Background: an optimization exercise with open tools, aiming at small area, a short achievable clock period and few clock cycles. Do not read the settings as production practice. Function was checked by simulation only, so behaviour that the tests miss may differ from the original. Power and IR drop assume default switching activity.

## txfec
module txfec (
    input  wire        clk,
    input  wire        rst_n,       
    input  wire        cmd_valid,
    output wire        cmd_ready,
    input  wire [31:0] cmd,
    output wire        rsp_valid,
    input  wire        rsp_ready,
    output wire [3:0]  rsp_st,
    output wire [31:0] rsp_res
);
Size in the first run: ~7000 cells after synthesis, ~74 I/O pins, roughly 87000 um^2 of cells after synthesis.
clock: 24.0 ns
lec_check: 0
cap_margin: 20
core_margin: 2
core_utilization: 50
cts_cluster_diameter: 70
cts_cluster_size: 20
slew_margin: 20
standard.sh (not shown) runs the stock make flow with config.mk's settings and CLKGATE_MAP_FILE= SYNTH_SCRIPT=/design/flow/synth_recipe.tcl, a recipe that flattens the netlist after the stock synthesis.
==> flow/flow/run.sh <==
#!/bin/bash
# The standard layout, with the port buffers made of buf_4 cells instead of
# the slow delay buffer buffer_ports picks by default.
set -euo pipefail
export BUFFER_PORTS_ARGS="-buffer_cell sky130_fd_sc_hd__buf_4"
bash standard.sh > standard.log 2>&1
Testbench counts at the start, summed over its fixed seeds: cycles 32,921.
Edit:
--- a/flow/design.v
+++ b/flow/design.v
@@ -74,38 +74,28 @@
     localparam [7:0] SYNC_BYTE = 8'h47;
     reg [31:0] c_q;
     reg        c_v;
     reg        rdy;
     assign cmd_ready = rdy;
     wire acc = cmd_valid && rdy;
     wire c_go;
     reg q1v;
     reg [11:0] ra_hi;
     reg [15:0] ra_lo;
-    reg [7:0]  op_q;          
     integer di;
     always @(posedge clk)
         if (!(c_v && q1v)) begin
             c_q <= cmd;
             for (di = 0; di < 12; di = di + 1)
                 ra_hi[di] <= (cmd[23:20] == di + 4);
             for (di = 0; di < 16; di = di + 1)
                 ra_lo[di] <= (cmd[19:16] == di);
-            op_q[0] <= (cmd[31:28] == 4'h1) && (cmd[27:8]  == 20'd0);   
-            op_q[1] <= (cmd[31:28] == 4'h2) && (cmd[27:8]  == 20'd0);   
-            op_q[2] <= (cmd[31:28] == 4'h3) && (cmd[27:16] == 12'd0);   
-            op_q[3] <= (cmd[31:28] == 4'h4) && (cmd[27:24] == 4'd0);    
-            op_q[4] <= (cmd[31:28] == 4'h5) && (cmd[27:8]  == 20'd0);   
-            op_q[5] <= (cmd[31:28] == 4'h6) && (cmd[27:8]  == 20'd0);   
-            op_q[6] <= (cmd[31:28] == 4'h8) && (cmd[27:24] == 4'd0) &&
-                       (cmd[15:0] == 16'd0);                           
-            op_q[7] <= (cmd[31:28] == 4'h9) && (cmd[27:24] == 4'd0);    
         end
     reg rst_q;
     always @(posedge clk)
         rst_q <= rst_n;
     reg        cfg_m2ts, cfg_piden;
     reg [12:0] tpid;
     reg [7:0]  k;             
     reg        hunt;
     reg        ccv;
     reg [3:0]  ccl;
@@ -113,31 +103,34 @@
     reg [27:0] hdr;           
     reg [32:0] pcr_base;
     reg [8:0]  pcr_ext;
     reg        pcrv;
     reg [26:0] pcrms;         
     wire [31:0] cnt_h84, cnt_h2418, cnt_par, cnt_sync, cnt_disc;
     wire [31:0] cnt_tei, cnt_cc, cnt_pkt, cnt_ill;
     reg [5:0]  dv_n;          
     reg [6:0]  dv_r;          
     reg [26:0] dv_q;          
+    wire [3:0]  op   = c_q[31:28];
     wire [7:0]  b    = c_q[7:0];
     wire [7:0]  addr = c_q[23:16];
     wire [15:0] val  = c_q[15:0];
-    wire is_brev  = op_q[0];
-    wire is_h84   = op_q[1];
-    wire is_h84a  = op_q[2];
-    wire is_h2418 = op_q[3];
-    wire is_par   = op_q[4];
-    wire is_tsb   = op_q[5];
-    wire is_rd    = op_q[6];
-    wire is_wr    = op_q[7];
+    wire z27_8  = (c_q[27:8]  == 20'd0);
+    wire z27_24 = (c_q[27:24] == 4'd0);
+    wire is_brev  = (op == 4'h1) && z27_8;
+    wire is_h84   = (op == 4'h2) && z27_8;
+    wire is_h84a  = (op == 4'h3) && (c_q[27:16] == 12'd0);
+    wire is_h2418 = (op == 4'h4) && z27_24;
+    wire is_par   = (op == 4'h5) && z27_8;
+    wire is_tsb   = (op == 4'h6) && z27_8;
+    wire is_rd    = (op == 4'h8) && z27_24 && (c_q[15:0] == 16'd0);
+    wire is_wr    = (op == 4'h9) && z27_24;
     wire legal    = is_brev || is_h84 || is_h84a || is_h2418 || is_par ||
                     is_tsb || is_rd || is_wr;
     wire b47 = (b == SYNC_BYTE);
     wire a_cfg   = (addr == 8'h00);
     wire a_tpid  = (addr == 8'h01);
     wire a_ctrl  = (addr == 8'h02);
     wire [7:0] brev_b = {b[0], b[1], b[2], b[3], b[4], b[5], b[6], b[7]};
     wire [7:0] lut0, lut1;
     txfec_h84_lut u_lut0 (.b(c_q[7:0]),  .lut(lut0));
     txfec_h84_lut u_lut1 (.b(c_q[15:8]), .lut(lut1));
=> The changed run completed with no timing, DRC or antenna violations; global-route usage goes up by 3.3 points; die area barely changes; sequential share of layout area stays flat; cell area barely changes; combinational power rose by 41%; non-clock buffer count fell by 1; worst setup slack got worse by 0.024 ns; worst hold slack is about the same; power grows by 4.2%; synthesized cell count grows by 0.69%; sequential power went up by about 2%; routed wire length is higher by 7.6%; maximum frequency shrinks by 0.38%; via count goes up by 3.3%.
Testbench counts after the change, summed over its fixed seeds: cycles 32,921.

[what the ideal ports hide]
How much do the figures lean on ideal ports? The routed layouts below were timed once more, with nothing changed but the port constraints.
Step 1, drivers: a clkbuf_16 drives clk and a buf_2 each remaining input, both assumed.
Step 2 moves the port delays by t, midway between the first and last clock arrival at a register: inputs arrive t later, outputs are due t later. That takes back most of the time a late clock gives input paths.
Three values: no drivers, after step 1, after step 2; two values: the first two.
| run | t (ns) | setup WS [ns] | worst hold slack (ns) | worst slew at a driven data input, ns |
|---|---|---|---|---|
| the first run | 0.940 | 17.776 / 17.682 / 17.592 | 0.457 / 0.457 / 0.457 | 0.04 |
| the second run | 0.940 | 17.752 / 17.657 / 17.779 | 0.455 / 0.455 / 0.455 | 0.05 |
After both steps every run listed still meets setup and hold. For the first run, which loses most, drivers alone change the setup slack by -0.094 ns; drivers and shift together by -0.184 ns.
